Context: an optimization exercise on an open-source flow, tuned for small area, a short achievable clock period and few clock cycles. The choices shown serve that exercise and are no tape-out recipe. Function was checked by simulation only, so behaviour that the tests miss may differ from the original.

[design/flow/design.v]
module pmcct (
    input  wire        clk,
    input  wire        rst,
    input  wire        bus_valid,
    input  wire        bus_write,
    input  wire [4:0]  bus_addr,       
    input  wire [31:0] bus_wdata,
    output reg         bus_ready,
    output reg  [31:0] bus_rdata,
    input  wire        env_mckrdy,     
    input  wire        env_locka,      
    input  wire [2:0]  env_pck         
);
    localparam [30:0] F_SLOW_RC   = 31'd32000;
    localparam [30:0] F_SLOW_XTAL = 31'd32768;
    localparam [30:0] F_MAIN_RC   = 31'd8000000;
    localparam [30:0] F_MAIN_XTAL = 31'd12000000;
    localparam [4:0] A_CMD = 5'd0,  A_ARG0 = 5'd1,  A_ARG1 = 5'd2,  A_RESULT = 5'd3,
                     A_FSR = 5'd4,  A_MCKC = 5'd5,  A_SR   = 5'd6,
                     A_MCKR = 5'd8, A_PLLAR = 5'd9, A_CPR  = 5'd10, A_OSCR   = 5'd11,
                     A_PCR = 5'd12, A_PCKENR = 5'd13, A_PCK0 = 5'd14, A_PCK1 = 5'd15,
                     A_PCK2 = 5'd16;
    localparam [7:0] OP_GETMCK = 8'h01, OP_GETCPU = 8'h02, OP_GETSLCK = 8'h03,
                     OP_GETMAINCK = 8'h04, OP_GETPLLA = 8'h05, OP_INVAL = 8'h06,
                     OP_SWMAIN = 8'h10, OP_SWPLL = 8'h11, OP_SWSLCK = 8'h12,
                     OP_SETPRES = 8'h13, OP_SETMDIV = 8'h14, OP_SETPLLADIV2 = 8'h15,
                     OP_SELXSLCK = 8'h16, OP_SELISLCK = 8'h17,
                     OP_SETPLLA = 8'h20, OP_DISPLLA = 8'h21,
                     OP_ENP = 8'h30, OP_DISP = 8'h31, OP_ISENP = 8'h32,
                     OP_GETPCLK = 8'h33, OP_DISALLP = 8'h34,
                     OP_CFGPCK = 8'h40, OP_ENPCK = 8'h41, OP_DISPCK = 8'h42,
                     OP_GETPCK = 8'h43;
    localparam [3:0] C_PERIPH = 4'd1, C_DIVIDER = 4'd2, C_ILLEGAL = 4'd3, C_PCK = 4'd4;
    localparam [2:0] P_IDLE = 3'd0, P_MCKW = 3'd1, P_LOCKW = 3'd2, P_PCKW = 3'd3,
                     P_SEL1 = 3'd4, P_PCK2 = 3'd5, P_PCLK2 = 3'd6;
    function [5:0] pdiv_code;    
        input [3:0] id;
        pdiv_code = (id == 4'd2)  ? {3'd0, 3'd1}      
                  : (id == 4'd3)  ? {3'd1, 3'd1}      
                  : (id == 4'd4)  ? {3'd2, 3'd1}      
                  : (id == 4'd6)  ? {3'd0, 3'd1}      
                  : (id == 4'd7)  ? {3'd3, 3'd1}      
                  : (id == 4'd8)  ? {3'd0, 3'd3}      
                  : (id == 4'd9)  ? {3'd0, 3'd5}      
                  : (id == 4'd10) ? {3'd1, 3'd3}      
                  : (id == 4'd11) ? {3'd4, 3'd1}      
                  : (id == 4'd13) ? {3'd2, 3'd3}      
                  : (id == 4'd14) ? {3'd0, 3'd7}      
                  : (id == 4'd15) ? {3'd1, 3'd5}      
                  : 6'd0;                             
    endfunction
    function [31:0] radd;
        input [31:0] a, b;
        input        cin;
        reg   [32:0] c;
        integer j;
        begin
            c[0] = cin;
            for (j = 0; j < 32; j = j + 1) begin
                radd[j] = a[j] ^ b[j] ^ c[j];
                c[j+1]  = (a[j] & b[j]) | (c[j] & (a[j] ^ b[j]));
            end
        end
    endfunction
    reg [31:0] cmd_r, arg0, arg1, result;
    reg [30:0] mckcache;                  
    reg        fsr_fault;
    reg [3:0]  fsr_cause;
    reg [7:0]  fsr_info;
    reg [31:0] mckr, pllar, cpr, oscr, pckenr;
    reg [31:0] pck0, pck1, pck2;
    reg [6:0]  pcr_sel;
    reg        sr_locka, sr_mckrdy;
    reg [2:0]  sr_pckrdy;
    reg [2:0]  ph;
    wire [31:0] sr_word  = {21'd0, sr_pckrdy, 4'd0, sr_mckrdy, 1'b0, sr_locka, 1'b0};
    wire [31:0] fsr_word = {8'd0, fsr_info, 4'd0, fsr_cause, 7'd0, fsr_fault};
    reg [23:0] cfg_sel;      
    always @* begin
        case (pcr_sel)
            7'd2: cfg_sel = cf[2].r;   7'd3: cfg_sel = cf[3].r;   7'd4: cfg_sel = cf[4].r;
            7'd5: cfg_sel = cf[5].r;   7'd6: cfg_sel = cf[6].r;   7'd7: cfg_sel = cf[7].r;
            7'd8: cfg_sel = cf[8].r;   7'd9: cfg_sel = cf[9].r;   7'd10: cfg_sel = cf[10].r;
            7'd11: cfg_sel = cf[11].r; 7'd12: cfg_sel = cf[12].r; 7'd13: cfg_sel = cf[13].r;
            7'd14: cfg_sel = cf[14].r; 7'd15: cfg_sel = cf[15].r;
            default: cfg_sel = 24'd0;
        endcase
    end
    wire [31:0] pcr_read = {cfg_sel[23:5], 1'b0, cfg_sel[4:0], pcr_sel};
    wire [15:0] en28 = {cf[15].r[20], cf[14].r[20], cf[13].r[20], cf[12].r[20], cf[11].r[20],
                        cf[10].r[20], cf[9].r[20], cf[8].r[20], cf[7].r[20], cf[6].r[20],
                        cf[5].r[20], cf[4].r[20], cf[3].r[20], cf[2].r[20], 2'd0};
    wire [31:0] w   = bus_wdata;
    wire [7:0]  op  = w[7:0];
    wire [7:0]  wa  = w[15:8];
    wire [1:0]  wa2 = w[9:8];
    wire [5:0]  wpc = pdiv_code(w[11:8]);
    localparam [1:0] PL_OK = 2'd0, PL_P1 = 2'd1, PL_P2 = 2'd2;
    reg  [30:0] plla_r;
    reg  [1:0]  pst;
    reg  [7:0]  rem_r;                    
    wire [30:0] f_slow = oscr[0] ? F_SLOW_XTAL : F_SLOW_RC;
    wire [30:0] f_main = oscr[1] ? F_MAIN_XTAL : F_MAIN_RC;
    wire [6:0]  mula   = (pst == PL_OK) ? arg0[24:18] : pllar[24:18];
    wire [31:0] mul1   = radd({24'd0, 1'b0, mula}, 32'd0, 1'b1);
    wire [31:0] xa     = radd(mul1 << 13, mul1 << 12, 1'b0);
    wire [31:0] xb     = radd(mul1 << 11, mul1 << 10, 1'b0);
    wire [31:0] xc     = radd(mul1 << 8, mul1 << 3, 1'b0);
    wire [31:0] xd     = radd(xa, xb, 1'b0);
    wire [31:0] xe     = radd(xc, mul1, 1'b0);
    wire [31:0] x15625 = radd(xd, xe, 1'b0);
    wire [31:0] x2     = x15625 << 1;
    wire [31:0] x3     = radd(x2, oscr[1] ? x15625 : 32'd0, 1'b0);
    wire [22:0] xmain  = x3[22:0];
    wire [30:0] p_plla = {xmain, 8'd0};
    wire ph_mckw = (ph == P_MCKW), ph_lockw = (ph == P_LOCKW), ph_pckw = (ph == P_PCKW),
         ph_sel1 = (ph == P_SEL1), ph_pck2 = (ph == P_PCK2), ph_pclk2 = (ph == P_PCLK2);
    wire [1:0]  ra     = cmd_r[9:8];
    wire [7:0]  pres_a = (ra == 2'd0) ? pck0[11:4] : (ra == 2'd1) ? pck1[11:4] : pck2[11:4];
    wire [5:0]  pc_run = pdiv_code(cmd_r[11:8]);    
    wire        pl_ok = (pst == PL_OK);
    wire [30:0] f_plla = (pllar[7:0] == 8'd0) ? 31'd0
                       : mckr[12] ? {1'b0, plla_r[30:1]} : plla_r;
    function [30:0] f_src;
        input [2:0]  code;
        input [30:0] slow, main, plla;
        case (code)
            3'd0: f_src = slow;
            3'd1: f_src = main;
            3'd2: f_src = plla;
            default: f_src = 31'd0;
        endcase
    endfunction
    wire [2:0]  pres   = (mckr[6:4] == 3'd7) ? 3'd0 : mckr[6:4];
    wire [31:0] msh32  = radd({29'd0, pres}, {30'd0, (mckr[9:8] == 2'd2), (mckr[9:8] == 2'd1)}, 1'b0);
    wire [3:0]  msh    = msh32[3:0];
    wire [30:0] mck_src = f_src({1'b0, mckr[1:0]}, f_slow, f_main, f_plla);
    wire [30:0] mck_sh = mck_src >> msh;
    wire [30:0] mck_d3;
    pmcct_div3 u_div3 (.n(mck_sh), .q(mck_d3));
    wire [30:0] mck     = (mckr[9:8] == 2'd3) ? mck_d3 : mck_sh;
    wire [30:0] cache_n = (mckcache == 31'd0) ? mck : mckcache;
    wire        cache_hit = (mckcache != 31'd0);
    wire [2:0]  src_code = (w[7:0] == OP_GETPCK) ?
                          ((w[9:8] == 2'd0) ? pck0[2:0] : (w[9:8] == 2'd1) ? pck1[2:0] : pck2[2:0])
                        : {1'b0, ~w[1] & w[0], ~w[1] & ~w[0]};    
    wire [30:0] src_v = f_src(src_code, f_slow, f_main, f_plla);
    wire        dv2 = ph_pck2 || ph_pclk2;
    wire [7:0]  pres_w = (wa2 == 2'd0) ? pck0[11:4] : (wa2 == 2'd1) ? pck1[11:4] : pck2[11:4];
    wire [30:0] csh = cache_n >> wpc[5:3];
    reg  [7:0]  dv_ri;
    reg  [15:0] dv_n;
    reg  [7:0]  dv_d;
    reg         dv_b;
    always @* begin
        if (dv2) begin
            dv_ri = rem_r; dv_n = result[15:0];
            dv_d = ph_pck2 ? pres_a : {5'd0, pc_run[2:0]}; dv_b = ph_pck2;
        end else if (pst == PL_P1) begin
            dv_ri = 8'd0; dv_n = {1'b0, p_plla[30:16]}; dv_d = pllar[7:0]; dv_b = 1'b0;
        end else if (pst == PL_P2) begin
            dv_ri = rem_r; dv_n = p_plla[15:0]; dv_d = pllar[7:0]; dv_b = 1'b0;
        end else if (op == OP_SETPLLA) begin     
            dv_ri = 8'd0; dv_n = {1'b0, p_plla[30:16]}; dv_d = arg0[7:0]; dv_b = 1'b0;
        end else if (op == OP_GETPCK) begin
            dv_ri = 8'd0; dv_n = {1'b0, src_v[30:16]}; dv_d = pres_w; dv_b = 1'b1;
        end else begin
            dv_ri = 8'd0; dv_n = {1'b0, csh[30:16]}; dv_d = {5'd0, wpc[2:0]}; dv_b = 1'b0;
        end
    end
    wire [15:0] dv_q;
    wire [7:0]  dv_ro;
    pmcct_hdiv u_div (.ri(dv_ri), .n(dv_n), .d(dv_d), .b(dv_b), .q(dv_q), .ro(dv_ro));
    wire        wa_periph = (wa[7:4] == 4'd0) && (wa[3:1] != 3'd0);
    reg         dec_legal;
    reg  [3:0]  dec_cause;
    always @* begin
        dec_legal = 1'b0;
        dec_cause = 4'd0;
        case (op)
            OP_GETMCK, OP_GETCPU, OP_GETSLCK, OP_GETMAINCK, OP_GETPLLA, OP_INVAL,
            OP_SWMAIN, OP_SWPLL, OP_SWSLCK, OP_SELXSLCK, OP_SELISLCK,
            OP_SETPLLA, OP_DISPLLA, OP_DISALLP:
                dec_legal = (w[31:8] == 24'd0);
            OP_SETPRES: begin
                dec_legal = (w[31:16] == 16'd0);
                if (wa[7:3] != 5'd0 || wa[2:0] == 3'd7) dec_cause = C_DIVIDER;
            end
            OP_SETMDIV: begin
                dec_legal = (w[31:16] == 16'd0);
                if (wa[7:2] != 6'd0) dec_cause = C_DIVIDER;
            end
            OP_SETPLLADIV2: begin
                dec_legal = (w[31:16] == 16'd0);
                if (wa[7:1] != 7'd0) dec_cause = C_DIVIDER;
            end
            OP_ENP, OP_DISP, OP_ISENP, OP_GETPCLK: begin
                dec_legal = (w[31:16] == 16'd0);
                if (!wa_periph) dec_cause = C_PERIPH;
            end
            OP_CFGPCK: begin
                dec_legal = (w[23:19] == 5'd0);
                if (wa[7:2] != 6'd0 || wa[1:0] == 2'd3) dec_cause = C_PCK;
            end
            OP_ENPCK, OP_DISPCK, OP_GETPCK: begin
                dec_legal = (w[31:16] == 16'd0);
                if (wa[7:2] != 6'd0 || wa[1:0] == 2'd3) dec_cause = C_PCK;
            end
            default: dec_legal = 1'b0;
        endcase
    end
    wire dec_ok = dec_legal && (dec_cause == 4'd0);
    wire [2:0] pckrdy_n = (env_pck & pckenr[2:0]) | (~env_pck & sr_pckrdy);
    wire       wpck_nxt = pckrdy_n[wa2];
    reg        now_done;
    always @* begin
        case (op)
            OP_SWMAIN, OP_SWPLL, OP_SWSLCK, OP_SETPRES, OP_SETMDIV, OP_SETPLLA:
                now_done = 1'b0;
            OP_SETPLLADIV2: now_done = (w[8] == mckr[12]);
            OP_SELXSLCK, OP_SELISLCK: now_done = (mckr[1:0] != 2'd0);
            OP_CFGPCK, OP_DISPCK: now_done = !wpck_nxt;
            OP_ENPCK: now_done = wpck_nxt;
            OP_GETPCK: now_done = 1'b0;
            OP_GETPCLK: now_done = (wpc[2:1] == 2'd0);    
            default: now_done = 1'b1;
        endcase
    end
    wire nrst    = !rst;
    wire idle    = (ph == P_IDLE);
    wire acc_w   = nrst && idle && bus_valid && bus_write && !fsr_fault;
    wire cmd_w   = acc_w && (bus_addr == A_CMD);
    wire q_get   = (op == OP_GETMCK) || (op == OP_GETCPU) || (op == OP_GETPLLA)
                || (op == OP_GETPCK) || (op == OP_GETPCLK);
    wire stall   = q_get && !pl_ok;
    wire cmd_go  = cmd_w && dec_ok && !stall;
    wire cmd_bad = cmd_w && !dec_ok;
    wire go_cfgpck = cmd_go && (op == OP_CFGPCK);
    wire go_disallp = cmd_go && (op == OP_DISALLP);
    wire go_disp = cmd_go && (op == OP_DISP);
    wire go_dispck = cmd_go && (op == OP_DISPCK);
    wire go_displla = cmd_go && (op == OP_DISPLLA);
    wire go_enp = cmd_go && (op == OP_ENP);
    wire go_enpck = cmd_go && (op == OP_ENPCK);
    wire go_getcpu = cmd_go && (op == OP_GETCPU);
    wire go_getmainck = cmd_go && (op == OP_GETMAINCK);
    wire go_getmck = cmd_go && (op == OP_GETMCK);
    wire go_getpck = cmd_go && (op == OP_GETPCK);
    wire go_getpclk = cmd_go && (op == OP_GETPCLK);
    wire go_getplla = cmd_go && (op == OP_GETPLLA);
    wire go_getslck = cmd_go && (op == OP_GETSLCK);
    wire go_inval = cmd_go && (op == OP_INVAL);
    wire go_isenp = cmd_go && (op == OP_ISENP);
    wire go_selislck = cmd_go && (op == OP_SELISLCK);
    wire go_selxslck = cmd_go && (op == OP_SELXSLCK);
    wire go_setmdiv = cmd_go && (op == OP_SETMDIV);
    wire go_setplla = cmd_go && (op == OP_SETPLLA);
    wire go_setplladiv2 = cmd_go && (op == OP_SETPLLADIV2);
    wire go_setpres = cmd_go && (op == OP_SETPRES);
    wire go_swmain = cmd_go && (op == OP_SWMAIN);
    wire go_swpll = cmd_go && (op == OP_SWPLL);
    wire go_swslck = cmd_go && (op == OP_SWSLCK);
    wire hw_arg0 = acc_w && (bus_addr == A_ARG0);
    wire hw_arg1 = acc_w && (bus_addr == A_ARG1);
    wire hw_mckr = acc_w && (bus_addr == A_MCKR);
    wire hw_pllar = acc_w && (bus_addr == A_PLLAR);
    wire hw_cpr  = acc_w && (bus_addr == A_CPR);
    wire hw_oscr = acc_w && (bus_addr == A_OSCR);
    wire hw_pcr  = acc_w && (bus_addr == A_PCR);
    wire hw_pckenr = acc_w && (bus_addr == A_PCKENR);
    wire hw_pck0 = acc_w && (bus_addr == A_PCK0);
    wire hw_pck1 = acc_w && (bus_addr == A_PCK1);
    wire hw_pck2 = acc_w && (bus_addr == A_PCK2);
    wire [31:0] wd = bus_wdata & {32{nrst}};    
    wire mck_ok  = sr_mckrdy || env_mckrdy;
    wire r_nxt   = pckrdy_n[ra];
    wire pckw_done = ph_pckw && (r_nxt == (cmd_r[7:0] == OP_ENPCK));
    reg  done;
    always @* begin
        case (ph)
            P_MCKW:  done = mck_ok;
            P_LOCKW: done = sr_locka || env_locka;
            P_PCKW:  done = pckw_done;
            P_PCK2, P_PCLK2: done = 1'b1;
            default: done = 1'b0;
        endcase
    end
    reg nd_fast;
    always @* begin
        case (op[6:4])
            3'd0: case (op[2:0])
                      3'd1, 3'd2, 3'd5: nd_fast = !pl_ok;             
                      default:    nd_fast = 1'b0;
                  endcase
            3'd1: case (op[2:0])
                      3'd5:       nd_fast = (w[8] != mckr[12]);       
                      3'd6, 3'd7: nd_fast = (mckr[1:0] == 2'd0);      
                      default:    nd_fast = 1'b1;                     
                  endcase
            3'd2: nd_fast = !op[0];                                   
            3'd3: nd_fast = (op[2:0] == 3'd3) && (!pl_ok || wpc[2:1] != 2'd0);    
            default: case (op[1:0])                                   
                      2'd1:    nd_fast = !wpck_nxt;                   
                      2'd3:    nd_fast = 1'b1;                        
                      default: nd_fast = wpck_nxt;                    
                  endcase
        endcase
    end
    always @* begin
        if (idle) bus_ready = !(bus_write && bus_addr == A_CMD && !fsr_fault && nd_fast);
        else      bus_ready = done;
    end
    wire pdv2 = (wpc[2:1] != 2'd0);
    reg [2:0] ph_n;
    always @* begin
        ph_n = ph;
        if (rst) ph_n = P_IDLE;
        else if (idle) begin
            if (cmd_go) begin
                case (op)
                    OP_SWMAIN, OP_SWPLL, OP_SWSLCK, OP_SETPRES, OP_SETMDIV: ph_n = P_MCKW;
                    OP_SETPLLADIV2: if (!now_done) ph_n = P_MCKW;
                    OP_SELXSLCK, OP_SELISLCK: if (!now_done) ph_n = P_SEL1;
                    OP_SETPLLA: ph_n = P_LOCKW;
                    OP_CFGPCK, OP_DISPCK, OP_ENPCK: if (!now_done) ph_n = P_PCKW;
                    OP_GETPCK: ph_n = P_PCK2;
                    OP_GETPCLK: if (pdv2) ph_n = P_PCLK2;
                    default: ;
                endcase
            end
        end else if (ph_sel1) begin
            if (mck_ok) ph_n = P_MCKW;
        end else if (done) ph_n = P_IDLE;
    end
    wire c_sw    = go_swmain || go_swpll || go_swslck;
    wire c_sel0  = (go_selxslck || go_selislck) && !now_done;    
    wire c_sel   = (go_selxslck || go_selislck) && now_done;
    wire sel1_go = nrst && ph_sel1 && mck_ok;
    wire c_pres  = go_setpres;
    wire c_mdiv  = go_setmdiv;
    wire c_div2  = go_setplladiv2 && !now_done;
    wire css_cmd = c_sw || c_sel0 || sel1_go;
    wire [1:0] css_v = c_sw ? (op[1:0] == 2'd0 ? 2'd1 : op[1:0] == 2'd1 ? 2'd2 : 2'd0)
                     : c_sel0 ? 2'd1 : 2'd0;
    wire mckr_w  = hw_mckr || css_cmd || c_pres || c_mdiv || c_div2;    
    wire c_setplla = go_setplla;
    wire c_displla = go_displla;
    wire osc0_cmd = c_sel || sel1_go;
    wire osc0_v   = c_sel ? ~op[0] : ~cmd_r[0];
    wire c_pcken = go_cfgpck || go_dispck || go_enpck;
    wire c_cfgpck_now = go_cfgpck && now_done;
    wire cfgpck_w = c_cfgpck_now || (nrst && pckw_done && cmd_r[7:0] == OP_CFGPCK);
    wire [1:0] cfgpck_i = c_cfgpck_now ? wa2 : ra;
    wire [31:0] pck_cfg = {20'd0, w[31:24], 1'b0, w[18:16]};
    wire c_enp    = go_enp || go_disp;
    wire c_isenp  = go_isenp;
    wire c_disallp = go_disallp;
    wire cfg_host = hw_pcr && w[12] && (w[6:4] == 3'd0) && (w[3:1] != 3'd0);
    wire c_getc   = go_getmck || go_getcpu || (go_getpclk && wpc[2:0] != 3'd0);
    wire c_src    = go_getslck || go_getmainck || go_getplla || go_getpck;
    wire c_zero   = go_getpclk && wpc[2:0] == 3'd0;
    reg  [31:0] cpu;
    always @* begin
        case (mckr[9:8])
            2'd0: cpu = {1'b0, cache_n};
            2'd1: cpu = {cache_n, 1'b0};
            2'd2: cpu = {cache_n[29:0], 2'b0};
            default: cpu = radd({1'b0, cache_n}, {cache_n, 1'b0}, 1'b0);
        endcase
    end
    wire c_cpu = go_getcpu;
    wire [31:0] cres = (op == OP_GETPCLK) ? {1'b0, csh} : {1'b0, cache_n};
    wire res_dv  = nrst && dv2;
    wire c_div1  = go_getpck || (go_getpclk && pdv2);    
    wire res_en  = rst || c_getc || c_src || c_zero || c_isenp || res_dv || c_cpu;
    wire [31:0] res_o = ({32{c_getc && !go_getcpu}} & cres)
                      | ({32{c_cpu}} & cpu)
                      | ({32{c_src}} & {1'b0, src_v})
                      | {31'd0, c_isenp & en28[wa[3:0]]};
    wire [31:0] res_d = {c_div1 ? {1'b0, dv_q[14:0]} : res_o[31:16],
                         res_dv ? dv_q : res_o[15:0]};
    wire c_inval = go_inval || c_sw || go_setpres || go_setmdiv || c_div2
                || c_sel || sel1_go || c_setplla || c_displla;
    wire mckc_en = rst || c_getc || c_inval;
    wire pllar_w = hw_pllar || c_setplla || c_displla;
    always @(posedge clk) begin
        ph <= ph_n;
        if (rst || cmd_w) cmd_r <= wd;
        if (rst || cmd_bad) begin
            fsr_fault <= nrst;
            fsr_cause <= nrst ? (dec_legal ? dec_cause : C_ILLEGAL) : 4'd0;
            fsr_info  <= nrst ? (dec_legal ? wa : op) : 8'd0;
        end
        if (rst || hw_arg0) arg0 <= wd;
        if (rst || hw_arg1) arg1 <= wd;
        if (res_en && !res_dv) result[31:16] <= res_d[31:16];
        if (res_en) result[15:0] <= res_d[15:0];
        if (rst || hw_pllar || hw_oscr || c_displla || (c_setplla && !pl_ok)) pst <= PL_P1;
        else if (c_setplla) pst <= PL_P2;
        else if (pst == PL_P1) pst <= PL_P2;
        else if (pst == PL_P2) pst <= PL_OK;
        if (pst == PL_P1 || (c_setplla && pl_ok)) plla_r[30:16] <= dv_q[14:0];
        if (pst == PL_P2) plla_r[15:0] <= dv_q;
        if (pst == PL_P1 || c_div1 || (c_setplla && pl_ok)) rem_r <= dv_ro;
        if (mckc_en) mckcache <= cache_n & {31{c_getc}};
        if (rst || hw_mckr || css_cmd) mckr[1:0] <= css_cmd ? css_v : wd[1:0];
        if (rst || hw_mckr || c_pres)  mckr[6:4] <= c_pres ? wa[2:0] : wd[6:4];
        if (rst || hw_mckr || c_mdiv)  mckr[9:8] <= c_mdiv ? wa[1:0] : wd[9:8];
        if (rst || hw_mckr || c_div2)  mckr[12]  <= c_div2 ? wa[0] : wd[12];
        if (rst || hw_mckr) begin
            mckr[3:2] <= wd[3:2]; mckr[7] <= wd[7]; mckr[11:10] <= wd[11:10];
            mckr[31:13] <= wd[31:13];
        end
        if (rst || hw_pllar || c_setplla) begin
            pllar[17:0]  <= c_setplla ? arg0[17:0] : wd[17:0];
            pllar[31:25] <= c_setplla ? arg0[31:25] : wd[31:25];
        end
        if (rst || hw_pllar || c_setplla || c_displla)
            pllar[24:18] <= c_setplla ? arg0[24:18] : c_displla ? 7'd0 : wd[24:18];
        if (rst || hw_cpr || c_setplla) cpr <= c_setplla ? arg1 : wd;
        if (rst || hw_oscr || osc0_cmd) oscr[0] <= osc0_cmd ? osc0_v : wd[0];
        if (rst || hw_oscr) oscr[31:1] <= wd[31:1];
        if (rst || hw_pckenr) pckenr[31:3] <= wd[31:3];
        if (rst || hw_pckenr || c_pcken)
            pckenr[2:0] <= c_pcken ? ((pckenr[2:0] & ~(3'd1 << wa2)) | ({2'd0, op == OP_ENPCK} << wa2))
                                   : wd[2:0];
        if (rst || hw_pck0 || (cfgpck_w && cfgpck_i == 2'd0)) pck0 <= cfgpck_w ? pck_cfg : wd;
        if (rst || hw_pck1 || (cfgpck_w && cfgpck_i == 2'd1)) pck1 <= cfgpck_w ? pck_cfg : wd;
        if (rst || hw_pck2 || (cfgpck_w && cfgpck_i == 2'd2)) pck2 <= cfgpck_w ? pck_cfg : wd;
        if (rst || hw_pcr || c_enp || c_isenp || c_disallp)
            pcr_sel <= c_disallp ? 7'd15 : (c_enp || c_isenp) ? wa[6:0] : wd[6:0];
        if (rst || mckr_w || env_mckrdy) sr_mckrdy <= rst || !mckr_w;
        if (rst || pllar_w || env_locka) sr_locka <= nrst && !pllar_w;
        if (rst) sr_pckrdy <= 3'd0;
        else sr_pckrdy <= pckrdy_n;
    end
    wire [23:0] cfg_wd = {wd[31:13], wd[11:7]};
    wire        b28_v  = (op == OP_ENP);
    genvar g;
    generate
        for (g = 2; g < 16; g = g + 1) begin : cf
            reg [23:0] r;
            wire host = cfg_host && (w[3:0] == g);
            always @(posedge clk) begin
                if (rst || host) begin r[19:0] <= cfg_wd[19:0]; r[23:21] <= cfg_wd[23:21]; end
                if (rst || host || c_disallp || (c_enp && wa[3:0] == g))
                    r[20] <= (c_enp || c_disallp) ? (b28_v && !c_disallp) : cfg_wd[20];
            end
        end
    endgenerate
    always @* begin
        case (bus_addr)
            A_CMD:    bus_rdata = cmd_r;
            A_ARG0:   bus_rdata = arg0;
            A_ARG1:   bus_rdata = arg1;
            A_RESULT: bus_rdata = result;
            A_FSR:    bus_rdata = fsr_word;
            A_MCKC:   bus_rdata = {1'b0, mckcache};
            A_SR:     bus_rdata = sr_word;
            A_MCKR:   bus_rdata = mckr;
            A_PLLAR:  bus_rdata = pllar;
            A_CPR:    bus_rdata = cpr;
            A_OSCR:   bus_rdata = oscr;
            A_PCR:    bus_rdata = pcr_read;
            A_PCKENR: bus_rdata = pckenr;
            A_PCK0:   bus_rdata = pck0;
            A_PCK1:   bus_rdata = pck1;
            A_PCK2:   bus_rdata = pck2;
            default:  bus_rdata = 32'd0;
        endcase
    end
endmodule
module pmcct_hdiv (
    input  wire [7:0]  ri,
    input  wire [15:0] n,
    input  wire [7:0]  d,
    input  wire        b,            
    output wire [15:0] q,
    output wire [7:0]  ro
);
    reg [7:0]  r;
    reg [8:0]  t;
    reg [9:0]  s;
    reg [15:0] qq;
    integer k;
    always @* begin
        r = ri;
        for (k = 15; k >= 0; k = k - 1) begin
            t = {r, n[k]};
            s = {1'b0, t} + {2'b11, ~d} + {9'd0, ~b};    
            qq[k] = !s[9];
            r = s[9] ? t[7:0] : s[7:0];
        end
    end
    assign q = qq;
    assign ro = r;
endmodule
module pmcct_div3 (
    input  wire [30:0] n,
    output wire [30:0] q
);
    reg [1:0]  r;            
    reg [30:0] qq;
    reg        b;
    integer k;
    always @* begin
        r = 2'd0;
        for (k = 30; k >= 0; k = k - 1) begin
            b = n[k];
            qq[k] = r[1] | (r[0] & b);
            r = {(r[0] & ~b) | (r[1] & b), (~r[1] & ~r[0] & b) | (r[1] & ~b)};
        end
    end
    assign q = qq;
endmodule
[design/flow/run.sh]
#!/bin/bash
# synth_recipe.tcl (not shown) runs the flow's synth.tcl, then flattens the netlist and writes it again
# the make line also repeats each setting of config.mk as NAME=value (left out here)
make -C /OpenROAD-flow-scripts/flow DESIGN_CONFIG=/design/flow/config.mk WORK_HOME=/design/flow/orfs CLKGATE_MAP_FILE= SYNTH_SCRIPT=/design/flow/synth_recipe.tcl finish
[design/flow/config.mk]
export PLATFORM = sky130hd
export DESIGN_NAME = pmcct
export DESIGN_NICKNAME = pmcct
export VERILOG_FILES = /design/flow/design.v
export SDC_FILE = /design/flow/constraint.sdc
export NUM_CORES = 4
export LEC_CHECK = 0
export ABC_AREA = 1
export CAP_MARGIN = 20
export CORE_MARGIN = 2
export CORE_UTILIZATION = 65
export CTS_BUF_LIST = sky130_fd_sc_hd__clkbuf_4
export PLACE_DENSITY = 0.8
export SLEW_MARGIN = 20
[design/flow/constraint.sdc]
create_clock -name core_clock -period 200.0 [get_ports {clk}]
set_input_delay 40.0000 -clock core_clock [delete_from_list [all_inputs] [get_ports {clk}]]
set_output_delay 40.0000 -clock core_clock [all_outputs]
set_load 0.01 [all_outputs]
==> impl_metrics.csv, run 1 <==
group,metric,value,unit
die,io_pins,79,
layout,stdcell_area,54770,µm²
sta,rsz0062_at_grt,"false",
die,start_util,65.54,%
yosys,syn-num-nets,5707,
place,portBuffers,78,
clock_tree,ctsResizeCount,0,
die,num_rows,101,
critical_path,timing.rr.start,"pst[0]",
sta,max_slew_margin,8.778,%
die,coreArea,75700,µm²
yosys,ys_ff_latch,819,
clock_tree,clk_pin_slew,0.08,ns
sta,drv_slew,0,
yosys,seq_area_frac_synth,49.41,%
sta,setup_tns,0,ns
yosys,synth_ff_type,"edfxtp_1",
yosys,ys_top_cells_by_area,"edfxtp_1 (49%), nand2_1 (7.6%), inv_1 (5.2%), o21ai_0 (5.0%), fa_1 (4.5%)",
sta,period_needed,83.88,ns
clock_tree,cts_root_buf,"clkbuf_4",
critical_path,crit_path_start_kind,"input pin",
place,hpwl,139300,µm
global_route,gr-usage-all-layers,49.62,%
place,routabilityCongestion,1.086,
detailed_routing,ant_nets,0,
layout,nets,5908,
clock_tree,cts_tree,"yes",
global_route,grt_max_degree,63,
yosys,syn_area,49610,µm²
yosys,synth_common_cells,"nand2_1 (1,002), edfxtp_1 (811), inv_1 (682)",
die,die_w,280.3,µm
critical_path,r2r_cells,249,
yosys,yosysTopAreaCell,"edfxtp_1",
clock_tree,cts_hold_buf,0,
sta,worst_hold_slack,0.4928,ns
yosys,synth-edff-count,811,
sta,setup_viol,0,
critical_path,worstPathMaxFanout,22,
critical_path,critPathKind,"in2out",
critical_path,critPathLaunch,"bus_addr[4]",
clock_tree,clock_latency,1.11,ns
clock_tree,clock_path_buffers,3,
layout,drive_gt1_share,10.71,%
clock_tree,clock-sinks,819,
die,die_area,78550,µm²
critical_path,critical_path_arrival,43.88,ns
place,placed_area,52050,µm²
yosys,yosys_warnings,3,
yosys,synth_top_area_share,49.09,%
sta,clock_skew,0.09832,ns
sta,period_share,41.94,%
critical_path,endpoint_kind,"output port",
yosys,synth.distinct_cells,64,
clock_tree,cts_setup_buffers,0,
detailed_routing,detail_route.wl_per_cell,29.07,µm
sta,hold_viol,0,
yosys,syn_avg_cell_area,9.188,µm²
critical_path,cp_data_required_time,160.00,ns
detailed_routing,vias,46082,
yosys,async_reset_ff_share,0,%
global_route,antenna_found_initial,16,
detailed_routing,totalWireLength,196300,µm
sta,tightest_slew,1.351,ns
yosys,synthCells,5400,
worst_hold_path,min-delay-start,"arg0[17]",
worst_hold_path,hold_path_class,"reg2reg",
worst_hold_path,whs_path_depth,2,
detailed_routing,firstDrtPassIters,7,
place,dp_cells,6374,
clock_tree,ctsHtreeMaxLevel,4,
layout,area_growth,10.39,%
global_route,grt_pass1_wl,279600,µm
clock_tree,cts_buffers,202,
global_route,grt_pass1_vias,42802,
die,fp.dieH,280.3,µm
layout,instances_no_fill,6752,
flow_run,drv_cap,0,
detailed_routing,drc,0,
sta,fmax,0.01192,GHz
yosys,synth_most_common_cell,"nand2_1",
detailed_routing,drt-initial-drc-count,8018,
outcome,status,"timing/DRC/antenna clean",
detailed_routing,viasPerCell,6.825,
global_route,grt.overflow.total,0,
## critical path, stage by stage
cell             delay (ns)
clkdlybuf4s50_1        0.56
inv_1                  0.12
nand2_1                0.08
nor2_1                 0.08
inv_1                  0.16
nor2_1                 0.07
buf_4                  0.21
inv_1                  0.87
o22ai_1                0.13
a2111oi_0              0.59
o2111ai_1              0.39
clkdlybuf4s50_1        0.58
## layout make-up
type	instances	area [µm²]
flip-flops and latches	819	24510
multi-input cells	3633	21770
fillers	5543	20930
inverters	724	2718
clock buffers	280	2102
repair buffers	221	1847
well taps	978	1224
clock inverters	82	558.0
diodes	15	37.54
## sequential cells by signal, summed over array words and instances, names as in the netlist, 8 cells and up
register  count
mckcache     31
rem_r         8
cpr          32
arg0         32
arg1         32
pllar        32
oscr         32
pck1         32
pck0         32
fsr_info      8
pck2         32
cf.r        336
cmd_r        32
mckr         32
result       32
plla_r       31
pckenr       32
## placed cells by master, fill, tap and decap left out, types with 142 or more instances in the layout
cell type  count
o21ai_0      475
ha_1         150
nand2_1     1000
nor2_1       428
nand3_1      249
buf_4        142
clkbuf_4     280
a21oi_1      242
edfxtp_1     811
inv_1        680
## cell families (layout without fill, tap and decap cells)
kind of cell | count (synthesis) | in the layout | share of synthesized area, %
simple gates | 1950 | 1950 | 16.75
mux | 22 | 22 | 0.4438
other cells | 0 | 15 | 0
buf+inv | 948 | 1307 | 7.311
flops | 819 | 819 | 49.41
compound gates | 1327 | 1327 | 16.53
xor+xnor | 73 | 73 | 1.289
fa+ha+maj | 261 | 261 | 8.262
## stage by stage
step / setup slack [ns] / util [%]
after floorplan: 117.96 / -
after global placement: 116.33 / 68.76
after detailed placement: 116.34 / 68.77
after CTS: 116.33 / 72.28
after global routing: 115.97 / 72.32
final: 116.12 / 72.35
## per-layer routing
metal | routed length [µm] | track usage (%)
met1 | 67960 | 65.14
met2 | 79110 | 68.86
met3 | 36000 | 22.15
met4 | 13020 | 26.60
met5 | 184 | 0.6254
## final timing paths
check | slack, ns | endpoint
max | 116.12 | bus_rdata[9]
min | 0.49 | pllar[17]
max reg2reg | 151.85 | result[16]
min reg2reg | 0.49 | pllar[17]
Testbench counts, summed over its fixed seeds: cycles 5,548.
==> run 2: changes to the inputs <==
==> design/flow/flow/run.sh (new file) <==
#!/bin/bash
export BUFFER_PORTS_ARGS="-buffer_cell sky130_fd_sc_hd__buf_2"
export SETUP_SLACK_MARGIN=118
bash standard.sh > standard.log 2>&1
==> design/flow/standard.sh (new file) <==
#!/bin/bash
# synth_recipe.tcl (not shown) runs the flow's synth.tcl, then flattens the netlist and writes it again
# the make line also repeats each setting of config.mk as NAME=value (left out here)
make -C /OpenROAD-flow-scripts/flow DESIGN_CONFIG=/design/flow/config.mk WORK_HOME=/design/flow/orfs CLKGATE_MAP_FILE= SYNTH_SCRIPT=/design/flow/synth_recipe.tcl "${@:-finish}"
--- a/design/flow/config.mk
+++ b/design/flow/config.mk
@@ -8,7 +8,8 @@
 export ABC_AREA = 1
 export CAP_MARGIN = 20
 export CORE_MARGIN = 2
-export CORE_UTILIZATION = 65
-export CTS_BUF_LIST = sky130_fd_sc_hd__clkbuf_4
-export PLACE_DENSITY = 0.8
+export CORE_UTILIZATION = 40
+export CTS_CLUSTER_DIAMETER = 80
+export CTS_CLUSTER_SIZE = 30
+export PLACE_DENSITY = 0.6
 export SLEW_MARGIN = 20
removed: design/flow/run.sh
==> run 2 against run 1 <==
  * Critical path depth decreased by 2
  * Clock skew decreased by 0.036 ns
  * Critical path type unchanged
  * Critical endpoint is now bus_ready
==> impl_metrics.csv, run 2 <==
group,metric,value,unit
flow_run,drv_cap,0,
clock_tree,clock-sinks,819,
yosys,syn-num-nets,5707,
critical_path,critPathMaxStageDelay,0.28,ns
critical_path,critical_path.endpoint,"bus_ready",
clock_tree,cts_hold_buf,0,
critical_path,cp_data_required_time,160.00,ns
layout,drive_gt1_share,9.904,%
detailed_routing,vias,43216,
global_route,grt_pass1_wl,284100,µm
yosys,synth_most_common_cell,"nand2_1",
global_route,grt-busiest-layer,"met2",
layout,diodes,0,
clock_tree,clk_pin_slew,0.09,ns
sta,rsz0062_at_grt,"true",
detailed_routing,viasPerCell,6.044,
global_route,grt.overflow.total,0,
global_route,gr-usage-met1,42.90,%
yosys,async_reset_ff_share,0,%
outcome,status,"timing/DRC/antenna clean",
layout,largest_reg_flops,336,
sta,fmax,0.01219,GHz
detailed_routing,drc,0,
die,die_area,126900,µm²
yosys,synth_top_family_by_area,"simple AND/OR/NAND/NOR gates",
die,fp.dieH,356.2,µm
layout,regMostFlops,"cf.r",
yosys,seq_area_frac_synth,49.41,%
sta,drv_slew,0,
yosys,syn_avg_cell_area,9.188,µm²
critical_path,critPathBufInv,6,
yosys,yosys-mux-area-fraction,0.4439,%
place,dpl_worst_slack,117.11,ns
place,hpwl,146200,µm
global_route,use_met2,46.30,%
sta,clock_skew,0.06282,ns
die,die_w,356.2,µm
place,routabilityCongestion,1.039,
sta,fin_ws,117.95,ns
critical_path,critPathKind,"in2out",
yosys,synthSimpleGateAreaFrac,16.75,%
sta,tightest_slew,1.135,ns
critical_path,critical_path_arrival,42.05,ns
sta,period_share,41.03,%
yosys,synth_top_area_share,49.09,%
clock_tree,clock_latency,0.72,ns
global_route,grt_max_degree,63,
yosys,synthAdderAreaFrac,8.262,%
yosys,ys_top_cells_by_area,"edfxtp_1 (49%), nand2_1 (7.6%), inv_1 (5.2%), o21ai_0 (5.0%), fa_1 (4.5%)",
clock_tree,cts_root_buf,"clkbuf_16",
detailed_routing,totalWireLength,199200,µm
critical_path,r2r_cells,246,
layout,final_cell_mix,"nand2_1 (996), edfxtp_1 (811), inv_1 (666)",
yosys,synth_xor_xnor_area_share,1.289,%
clock_tree,cts_tree,"yes",
global_route,gr-usage-all-layers,30.81,%
worst_hold_path,hold_path_class,"reg2reg",
detailed_routing,detail_route.wl_per_cell,27.87,µm
yosys,yosysTopAreaCell,"edfxtp_1",
sta,hold_viol,0,
yosys,synthCells,5400,
critical_path,path_depth,10,
die,start_util,40.23,%
yosys,ys_ff_latch,819,
detailed_routing,ant_nets,0,
clock_tree,cts_buffers,44,
place,portBuffers,78,
clock_tree,clock_path_buffers,3,
yosys,synth_compound_area_share,16.53,%
critical_path,worstPathMaxFanout,28,
critical_path,cp_common_cell,"buf_12",
sta,period_needed,82.05,ns
critical_path,critPathLaunch,"bus_addr[0]",
yosys,synth-edff-count,811,
sta,setup_tns,0,ns
critical_path,endpoint_kind,"output port",
global_route,grt_pass1_vias,40435,
detailed_routing,firstDrtPassIters,6,
critical_path,timing.rr.start,"pst[0]",
layout,final_common_cell,"nand2_1",
layout,area_growth,10.79,%
yosys,synth_common_cells,"nand2_1 (1,002), edfxtp_1 (811), inv_1 (682)",
clock_tree,ctsHtreeMaxLevel,2,
yosys,syn_area,49610,µm²
layout,nets,5786,
critical_path,path_delay_family,"buffers and inverters",
yosys,yosys_warnings,3,
yosys,synth.distinct_cells,64,
die,coreArea,123300,µm²
die,num_rows,129,
critical_path,path_cells,"clkbuf_4, nor2_1, inv_1, nor3_2, buf_12, clkinvlp_4, buf_12, o31ai_1, nand2_1, buf_2",
yosys,synth_ff_type,"edfxtp_1",
critical_path,critPathSlowestCell,"nor3_2",
sta,setup_viol,0,
sta,max_slew_margin,24.08,%
die,io_pins,79,
detailed_routing,drt-initial-drc-count,5986,
critical_path,reg2reg_slack,153.92,ns
critical_path,crit_path_start_kind,"input pin",
global_route,antenna_found_initial,9,
global_route,use_met3,7.274,%
critical_path,r2r-end,"rem_r[2]",
run 2: cell types whose count changed in the layout (fill, tap and decap cells not counted), sizes merged, moves of 9 or more:
cell           previous run  this run
inv                     723       714
clkdlybuf4s50            77         0
clkinv                   80        25
buf                     144       251
diode                    15         0
clkbuf                  280        57
clkinvlp                  0        10
run 2: worst reg2reg max path: cells and delay by family (launching register included):
kind	cells	cell delay (ns)
AOI/OAI and AO/OA	70	12.93
xor gates and xnor gates	2	0.35
adders and majority gates	37	15.16
buffers and inverters	38	5.51
DFF	1	0.38
muxes	1	0.47
and+or+nand+nor	98	11.02
run 2: what timing repair did:
item / CTS / global route
gates resized for setup: 55 / 45
setup endpoints to repair: 31 / 35
pin swaps: 13 / 13
setup buffers: 15 / 5
gates cloned: 2 / 1
run 2: cell type report:
cell class / count / area (µm²)
Fill cell: 12019 / 68350
Clock buffer: 53 / 1145
Tap cell: 1637 / 2048
Inverter: 724 / 2756
Timing Repair Buffer: 257 / 1937
Sequential cell: 819 / 24510
Clock inverter: 27 / 556.8
Multi-Input combinational cell: 3633 / 22010
run 2: cell families (layout without fill, tap and decap cells):
kind of cell / Yosys count / in the layout
AOI/OAI and AO/OA: 1327 / 1327
buffers and inverters: 948 / 1061
and+or+nand+nor: 1950 / 1950
DFF: 819 / 819
adders and majority gates: 261 / 261
muxes: 22 / 22
xor gates and xnor gates: 73 / 73
run 2: per-layer routing:
metal | wire length [µm] | vias to the layer above
li1 | - | 19119
met1 | 78880 | 21028
met2 | 86000 | 2644
met3 | 24810 | 415
met4 | 9496 | 10
met5 | 63 | -
run 2: worst min path at each step:
| stage | startpoint | to | slack [ns] | cells past startpoint |
|---|---|---|---|---|
| floorplan | pst[1] | pst[0] | 0.46 | 2 |
| global placement | ph[1] | ph[1] | 0.50 | 2 |
| detailed placement | pst[1] | pst[0] | 0.51 | 2 |
| CTS | pst[1] | pst[0] | 0.52 | 2 |
| global route | pst[1] | pst[0] | 0.55 | 2 |
| finish | pst[1] | pst[0] | 0.52 | 2 |
run 2: through the flow:
step                utilization (%)  hold WS [ns]  instances  area [µm²]
global placement              42.68        0.4990       7047       52630
floorplan                         -        0.4642       5400       49620
finish                        44.58        0.5195       7150       54970
global route                  44.58        0.5470       7150       54970
detailed placement            42.68        0.5050       7047       52630
CTS                           44.38        0.5197       7144       54720
==> run 3: changes to the inputs <==
--- a/design/flow/config.mk
+++ b/design/flow/config.mk
@@ -9,7 +9,5 @@
 export CAP_MARGIN = 20
 export CORE_MARGIN = 2
 export CORE_UTILIZATION = 40
-export CTS_CLUSTER_DIAMETER = 80
-export CTS_CLUSTER_SIZE = 30
 export PLACE_DENSITY = 0.6
 export SLEW_MARGIN = 20
==> run 3 against run 2 <==
  * Still clean on timing, DRC and antenna
  * Global-route usage grew 0.18 points
  * Via count up 0.69%
  * Worst hold slack lost 0.0020 ns
  * Final area grew 2.5%
  * Final cell count rose by 1.2%
  * Die area unchanged
  * Maximum frequency about the same
  * Core utilization up 1.1 points
  * Wire length rose by 0.46%
  * Sequential share of layout area decreased by 1.1 points
==> impl_metrics.csv, run 3 <==
group,metric,value,unit
outcome,status,"timing/DRC/antenna clean",
global_route,grt_pass1_vias,41017,
layout,fill_cells,11871,
yosys,yosysTopAreaCell,"edfxtp_1",
die,die_area,126900,µm²
yosys,synth_common_cells,"nand2_1 (1,002), edfxtp_1 (811), inv_1 (682)",
layout,drive_gt1_share,10.85,%
yosys,synth.distinct_cells,64,
yosys,async_reset_ff_share,0,%
yosys,synthCells,5400,
clock_tree,cts_buffers,89,
sta,tightest_slew,1.173,ns
yosys,ys_ff_latch,819,
yosys,synth_top_area_share,49.09,%
critical_path,crit_path_start_kind,"input pin",
yosys,synth_ff_type,"edfxtp_1",
sta,drv_slew,0,
critical_path,path_cells,"buf_2, nor2_1, inv_1, nor3_4, buf_6, inv_2, nor2_1, a221oi_1, o211ai_1, a221oi_2, o2111ai_4, buf_6",
die,io_pins,79,
critical_path,reg2reg_slack,153.88,ns
clock_tree,clk_pin_slew,0.06,ns
yosys,seq_area_frac_synth,49.41,%
global_route,grt_pass1_wl,285700,µm
die,fp.dieH,356.2,µm
layout,multi_input_area,21990,µm²
critical_path,critical_path.endpoint,"bus_rdata[9]",
clock_tree,cts_tree,"yes",
detailed_routing,totalWireLength,200200,µm
die,start_util,40.23,%
detailed_routing,vias,43515,
clock_tree,cts_hold_buf,0,
place,hpwl,146200,µm
detailed_routing,drt-initial-drc-count,6130,
sta,clock_skew,0.08579,ns
place,dp_cells,7047,
place,routabilityCongestion,1.039,
layout,area_growth,13.52,%
critical_path,r2r_cells,247,
sta,setup_tns,0,ns
die,die_w,356.2,µm
critical_path,endpoint_kind,"output port",
layout,regMostFlops,"cf.r",
sta,worst_hold_slack,0.5175,ns
worst_hold_path,hold_path_class,"reg2reg",
die,coreArea,123300,µm²
sta,setup_viol,0,
sta,period_needed,82.00,ns
detailed_routing,ant_nets,0,
critical_path,critPathSlowestCell,"o2111ai_4",
die,num_rows,129,
yosys,ys_top_cells_by_area,"edfxtp_1 (49%), nand2_1 (7.6%), inv_1 (5.2%), o21ai_0 (5.0%), fa_1 (4.5%)",
yosys,syn_avg_cell_area,9.188,µm²
critical_path,critPathKind,"in2out",
detailed_routing,viasPerCell,6.013,
critical_path,cp_data_required_time,160.00,ns
detailed_routing,detail_route.wl_per_cell,27.66,µm
layout,final_common_cell,"nand2_1",
layout,nets,5827,
sta,hold_viol,0,
global_route,antenna_found_initial,6,
clock_tree,ctsHtreeMaxLevel,3,
place,portBuffers,78,
clock_tree,clock_path_buffers,3,
critical_path,critPathMaxStageDelay,0.27,ns
sta,max_slew_margin,21.48,%
clock_tree,cts_root_buf,"clkbuf_16",
critical_path,r2r-end,"rem_r[6]",
critical_path,critPathLaunch,"bus_addr[0]",
critical_path,critical_path_arrival,42.00,ns
layout,regArea,24510,µm²
detailed_routing,firstDrtPassIters,8,
layout,largest_reg_flops,336,
critical_path,worstPathMaxFanout,22,
critical_path,timing.rr.start,"pllar[18]",
yosys,syn-num-nets,5707,
yosys,yosys_warnings,3,
layout,final_cell_mix,"nand2_1 (996), edfxtp_1 (811), inv_1 (665)",
global_route,gr-usage-all-layers,31.00,%
yosys,synth-edff-count,811,
clock_tree,clock-sinks,819,
yosys,synth_most_common_cell,"nand2_1",
sta,period_share,41.00,%
global_route,grt_max_degree,63,
yosys,syn_area,49610,µm²
clock_tree,clock_latency,0.73,ns
flow_run,drv_cap,0,
sta,fmax,0.01219,GHz
sta,rsz0062_at_grt,"true",
detailed_routing,drc,0,
layout,instances_no_fill,7237,
global_route,grt.overflow.total,0,
run 3: changes by cell type in the layout (fill, tap and decap cells not counted), sizes merged:
cell and delta:
buf -2, bufbuf -1, bufinv +11, clkbuf +46, clkinv +33, clkinvlp +3
diode +3, inv -6
run 3: repair_timing:
| item | CTS | global route |
|---|---|---|
| pin swaps | 12 | 9 |
| gates cloned | 1 | 1 |
| gates resized for setup | 56 | 45 |
| endpoints found under the hold margin | 0 | 0 |
| setup endpoints to repair | 31 | 32 |
| buffers inserted | 12 | 5 |
run 3: worst max-delay path, delay by kind of cell:
kind | cells | cell delay [ns]
AO/OA/AOI/OAI | 4 | 0.95
buffers and inverters | 5 | 0.82
AND/OR/NAND/NOR | 3 | 0.20
run 3: logic make-up (layout without fill, tap and decap cells):
group / after synthesis / in the layout / share of synthesized area [%]
xor gates and xnor gates: 73 / 73 / 1.289
AOI/OAI and AO/OA: 1327 / 1327 / 16.53
and+or+nand+nor: 1950 / 1950 / 16.75
buffers and inverters: 948 / 1145 / 7.311
adders and majority gates: 261 / 261 / 8.262
DFF: 819 / 819 / 49.41
other: 0 / 3 / 0
muxes: 22 / 22 / 0.4438
run 3: metal layers:
metal | track usage, % | vias up | part of all wire (%)
met3 | 7.668 | 425 | 12
met4 | 13.02 | 6 | 4.6
met2 | 46.51 | 2676 | 43
met5 | 0 | - | 0.016
li1 | - | 19268 | -
met1 | 42.75 | 21140 | 40
run 3: stage by stage:
stage	worst slack, ns	utilization [%]	cell area, µm²
after floorplan	118.09	-	49620
after global placement	117.10	42.68	52630
after detailed placement	117.11	42.68	52630
after CTS	117.96	45.48	56080
after global routing	117.91	45.67	56310
final	118.00	45.67	56320
run 3: final cells by class:
cell class                 instances  area share [%]
sequential                       819           43.52
multi-input combinational       3633           39.05
inverter                         724           4.901
clock buffer                     100           4.063
tap                             1637           3.637
timing repair buffer             253           3.352
clock inverter                    68           1.460
antenna                            3         0.01333
run 3: how the worst min path moves through the flow:
stage	from	endpoint	slack, ns	depth (start not counted)
6_report	ph[0]	ph[0]	0.52	2
5_1_grt	ph[1]	ph[1]	0.55	2
4_1_cts	pst[1]	pst[0]	0.52	2
3_5_place_dp	pst[1]	pst[0]	0.51	2
3_3_place_gp	ph[1]	ph[1]	0.50	2
2_1_floorplan	pst[1]	pst[0]	0.46	2
==> run 4: changes to the inputs <==
--- a/design/flow/design.v
+++ b/design/flow/design.v
@@ -145,6 +145,10 @@
                           ((w[9:8] == 2'd0) ? pck0[2:0] : (w[9:8] == 2'd1) ? pck1[2:0] : pck2[2:0])
                         : {1'b0, ~w[1] & w[0], ~w[1] & ~w[0]};    
     wire [30:0] src_v = f_src(src_code, f_slow, f_main, f_plla);
+    wire [2:0]  pck_e = {(pck2[11:4] == 8'd0) || (pck2[2:0] >= 3'd3),
+                         (pck1[11:4] == 8'd0) || (pck1[2:0] >= 3'd3),
+                         (pck0[11:4] == 8'd0) || (pck0[2:0] >= 3'd3)};
+    wire        pck_easy = pck_e[w[9:8]];
     wire        dv2 = ph_pck2 || ph_pclk2;
     wire [7:0]  pres_w = (wa2 == 2'd0) ? pck0[11:4] : (wa2 == 2'd1) ? pck1[11:4] : pck2[11:4];
     wire [30:0] csh = cache_n >> wpc[5:3];
@@ -221,7 +225,7 @@
             OP_SELXSLCK, OP_SELISLCK: now_done = (mckr[1:0] != 2'd0);
             OP_CFGPCK, OP_DISPCK: now_done = !wpck_nxt;
             OP_ENPCK: now_done = wpck_nxt;
-            OP_GETPCK: now_done = 1'b0;
+            OP_GETPCK: now_done = pck_easy;
             OP_GETPCLK: now_done = (wpc[2:1] == 2'd0);    
             default: now_done = 1'b1;
         endcase
@@ -301,7 +305,7 @@
             3'd3: nd_fast = (op[2:0] == 3'd3) && (!pl_ok || wpc[2:1] != 2'd0);    
             default: case (op[1:0])                                   
                       2'd1:    nd_fast = !wpck_nxt;                   
-                      2'd3:    nd_fast = 1'b1;                        
+                      2'd3:    nd_fast = !pl_ok || !pck_easy;         
                       default: nd_fast = wpck_nxt;                    
                   endcase
         endcase
@@ -323,7 +327,7 @@
                     OP_SELXSLCK, OP_SELISLCK: if (!now_done) ph_n = P_SEL1;
                     OP_SETPLLA: ph_n = P_LOCKW;
                     OP_CFGPCK, OP_DISPCK, OP_ENPCK: if (!now_done) ph_n = P_PCKW;
-                    OP_GETPCK: ph_n = P_PCK2;
+                    OP_GETPCK: if (!now_done) ph_n = P_PCK2;
                     OP_GETPCLK: if (pdv2) ph_n = P_PCLK2;
                     default: ;
                 endcase
@@ -371,7 +375,7 @@
     wire c_cpu = go_getcpu;
     wire [31:0] cres = (op == OP_GETPCLK) ? {1'b0, csh} : {1'b0, cache_n};
     wire res_dv  = nrst && dv2;
-    wire c_div1  = go_getpck || (go_getpclk && pdv2);    
+    wire c_div1  = (go_getpck && !pck_easy) || (go_getpclk && pdv2);    
     wire res_en  = rst || c_getc || c_src || c_zero || c_isenp || res_dv || c_cpu;
     wire [31:0] res_o = ({32{c_getc && !go_getcpu}} & cres)
                       | ({32{c_cpu}} & cpu)
--- a/design/flow/config.mk
+++ b/design/flow/config.mk
@@ -9,5 +9,7 @@
 export CAP_MARGIN = 20
 export CORE_MARGIN = 2
 export CORE_UTILIZATION = 40
+export CTS_CLUSTER_DIAMETER = 70
+export CTS_CLUSTER_SIZE = 25
 export PLACE_DENSITY = 0.6
 export SLEW_MARGIN = 20
==> run 4 against run 3 <==
  * Worst hold slack better by 0.0048 ns
  * Clock-buffer cell count decreased by 39
  * Maximum frequency about the same
  * Die area up 0.60%
  * Core utilization is 0.65 points lower
  * Sequential share of layout area increased by 0.46 points
  * Sequential cell count is the same
  * Non-clock buffer count up 16
  * Critical path depth shrank 1
  * Register-to-register slack got worse by 0.32 ns
==> impl_metrics.csv, run 4 <==
group,metric,value,unit
critical_path,r2r_cells,248,
detailed_routing,drt-initial-drc-count,6343,
detailed_routing,vias,44050,
worst_hold_path,hold_path_class,"reg2reg",
sta,max_slew_margin,15.97,%
clock_tree,cts_hold_buf,0,
clock_tree,clock_path_buffers,3,
sta,tightest_slew,1.247,ns
sta,fin_ws,117.97,ns
yosys,synthCells,5414,
flow_run,drv_cap,0,
die,die_area,127600,µm²
die,start_util,40.32,%
layout,nets,5818,
critical_path,worstPathMaxFanout,21,
detailed_routing,drc,0,
layout,area_growth,11.66,%
yosys,synth_common_cells,"nand2_1 (942), edfxtp_1 (811), inv_1 (611)",
clock_tree,clk_pin_slew,0.07,ns
place,routabilityCongestion,1.039,
detailed_routing,totalWireLength,209300,µm
yosys,synth-edff-count,811,
global_route,grt_max_degree,179,
die,io_pins,79,
layout,final_common_cell,"nand2_1",
clock_tree,cts_tree,"yes",
yosys,async_reset_ff_share,0,%
global_route,gr-usage-all-layers,32.15,%
layout,final_cell_mix,"nand2_1 (935), edfxtp_1 (811), inv_1 (594)",
detailed_routing,ant_nets,0,
layout,instances_no_fill,7200,
yosys,yosys_warnings,3,
place,placed_area,52790,µm²
sta,fmax,0.01219,GHz
layout,regMostFlops,"cf.r",
clock_tree,clock-sinks,819,
layout,drive_gt1_share,11.59,%
critical_path,critical_path_arrival,42.03,ns
die,fp.dieH,357.3,µm
yosys,synth_most_common_cell,"nand2_1",
global_route,grt_pass1_wl,294700,µm
place,dpl_worst_slack,117.35,ns
sta,setup_tns,0,ns
place,portBuffers,78,
critical_path,reg2reg_slack,153.56,ns
worst_hold_path,whs_path_depth,2,
yosys,ys_top_cells_by_area,"edfxtp_1 (49%), nand2_1 (7.1%), o21ai_0 (5.2%), inv_1 (4.6%), fa_1 (4.5%)",
global_route,use_met3,7.694,%
critical_path,crit_path_start_kind,"input pin",
place,dp_cells,7049,
sta,setup_viol,0,
critical_path,critPathKind,"in2out",
global_route,use_met2,47.09,%
global_route,gr-usage-met1,45.15,%
sta,rsz0062_at_grt,"true",
yosys,seq_area_frac_synth,49.11,%
critical_path,timing.rr.start,"pllar[18]",
sta,period_share,41.02,%
clock_tree,ctsHtreeMaxLevel,2,
die,num_rows,129,
sta,clock_skew,0.08406,ns
yosys,syn_area,49920,µm²
layout,largest_reg_flops,336,
layout,stdcell_area,55740,µm²
critical_path,endpoint_kind,"output port",
yosys,synth.distinct_cells,77,
yosys,synth_ff_type,"edfxtp_1",
critical_path,r2r-end,"result[16]",
layout,fill_cells,11990,
global_route,grt-busiest-layer,"met2",
worst_hold_path,min-delay-start,"pst[1]",
outcome,status,"timing/DRC/antenna clean",
sta,hold_viol,0,
detailed_routing,detail_route.wl_per_cell,29.07,µm
sta,drv_slew,0,
yosys,yosysTopAreaCell,"edfxtp_1",
sta,worst_hold_slack,0.5223,ns
die,die_w,357.3,µm
clock_tree,cts_buffers,57,
clock_tree,cts_root_buf,"clkbuf_16",
critical_path,cp_data_required_time,160.00,ns
global_route,grt_pass1_vias,40523,
detailed_routing,viasPerCell,6.118,
die,coreArea,123800,µm²
sta,period_needed,82.03,ns
yosys,syn-num-nets,5721,
yosys,syn_avg_cell_area,9.220,µm²
worst_hold_path,hold-path-endpoint,"pst[0]",
yosys,ys_ff_latch,819,
clock_tree,clock_latency,0.76,ns
yosys,synth_top_area_share,48.79,%
place,hpwl,152400,µm
global_route,grt.overflow.total,0,
detailed_routing,firstDrtPassIters,22,
global_route,antenna_found_initial,12,
[run 4: cells by family (layout without fill, tap and decap cells)]
family / Yosys count / after routing / synth area share [%]
flip-flops: 819 / 819 / 49.11
adder cells (fa/ha/maj): 261 / 261 / 8.211
other: 0 / 6 / 0
XOR/XNOR: 83 / 83 / 1.456
AND/OR/NAND/NOR: 2008 / 2008 / 17.44
AO/OA/AOI/OAI: 1319 / 1319 / 16.20
multiplexers: 27 / 27 / 0.5464
buffers and inverters: 897 / 1040 / 7.038
[run 4: stage by stage]
stage | utilization (%)
after floorplan | -
after global placement | 42.64
after detailed placement | 42.64
after CTS | 44.74
after global routing | 45.01
final | 45.02
[run 4: worst max-delay path, cell delays in order]
cell	delay (ns)
buf_2	0.12
inv_1	0.10
and3_4	0.24
inv_6	0.06
nor2_4	0.17
buf_8	0.26
inv_1	0.18
o21ai_0	0.21
a21oi_1	0.08
nand4_1	0.36
buf_2	0.21
[run 4: layer usage]
metal	vias to the layer above	wire, µm
met5	-	68
met4	10	11450
met3	523	25110
met2	2814	87850
met1	21366	84800
li1	19337	-
[run 4: repair_timing]
| item | 4_1_cts | 5_1_grt |
|---|---|---|
| gates resized for setup | 63 | 41 |
| cloned | 1 | 3 |
| setup endpoints to repair | 32 | 24 |
| hold endpoints to repair | 0 | 0 |
| setup buffers | 23 | 12 |
| pin swaps | 14 | 18 |
[run 4: how the worst max path moves through the flow]
stage,from,to,slack [ns],cells past startpoint
after floorplan,bus_wdata[8],bus_ready,118.20,11
after global placement,bus_addr[4],bus_rdata[4],117.46,10
after detailed placement,bus_addr[4],bus_rdata[10],117.35,11
after CTS,bus_addr[4],bus_rdata[19],118.00,12
after global routing,bus_addr[1],bus_rdata[0],117.94,10
final,bus_addr[4],bus_rdata[0],117.97,11
[run 4: final cells by class]
cell class	instances	area, µm²	share of cell area [%]
Inverter	666	2574	4.618
Timing Repair Buffer	269	2044	3.668
Tap cell	1637	2048	3.675
Multi-Input combinational cell	3698	22390	40.17
Clock inverter	44	711.9	1.277
Clock buffer	61	1441	2.586
Sequential cell	819	24510	43.98
Antenna cell	6	15.01	0.02694
Testbench counts of run 4, summed over its fixed seeds: cycles 5,459.

-- afterwards: timing with drivers on the ports --
Ports are ideal in the flow. The routed layouts listed here were re-timed in OpenROAD.
Step 1 assumes that a clkbuf_16 drives the clock port and a buf_2 every other input.
Step 2 adds t to the input delays and takes it off the output delays; t is the mean of the earliest and latest rising clock arrival at the registers after step 1. Input paths then give back, and output paths get back, about the clock's delay inside the block.
Three values: ideal, step 1, step 2; two values: the first two.
run | t (ns) | setup slack, ns | worst setup path at the end
run 1 | 1.147 | 116.123 / 116.096 / 116.096 | input to output
run 2 | 0.752 | 117.948 / 117.910 / 117.910 | input to output
run 3 | 0.752 | 117.997 / 117.943 / 117.943 | input to output
run 4 | 0.785 | 117.968 / 117.948 / 117.948 | input to output
After both steps every run listed still meets setup and hold. The setup slack of run 3, which loses most, moves by -0.054 ns with the drivers and by -0.054 ns with both steps.
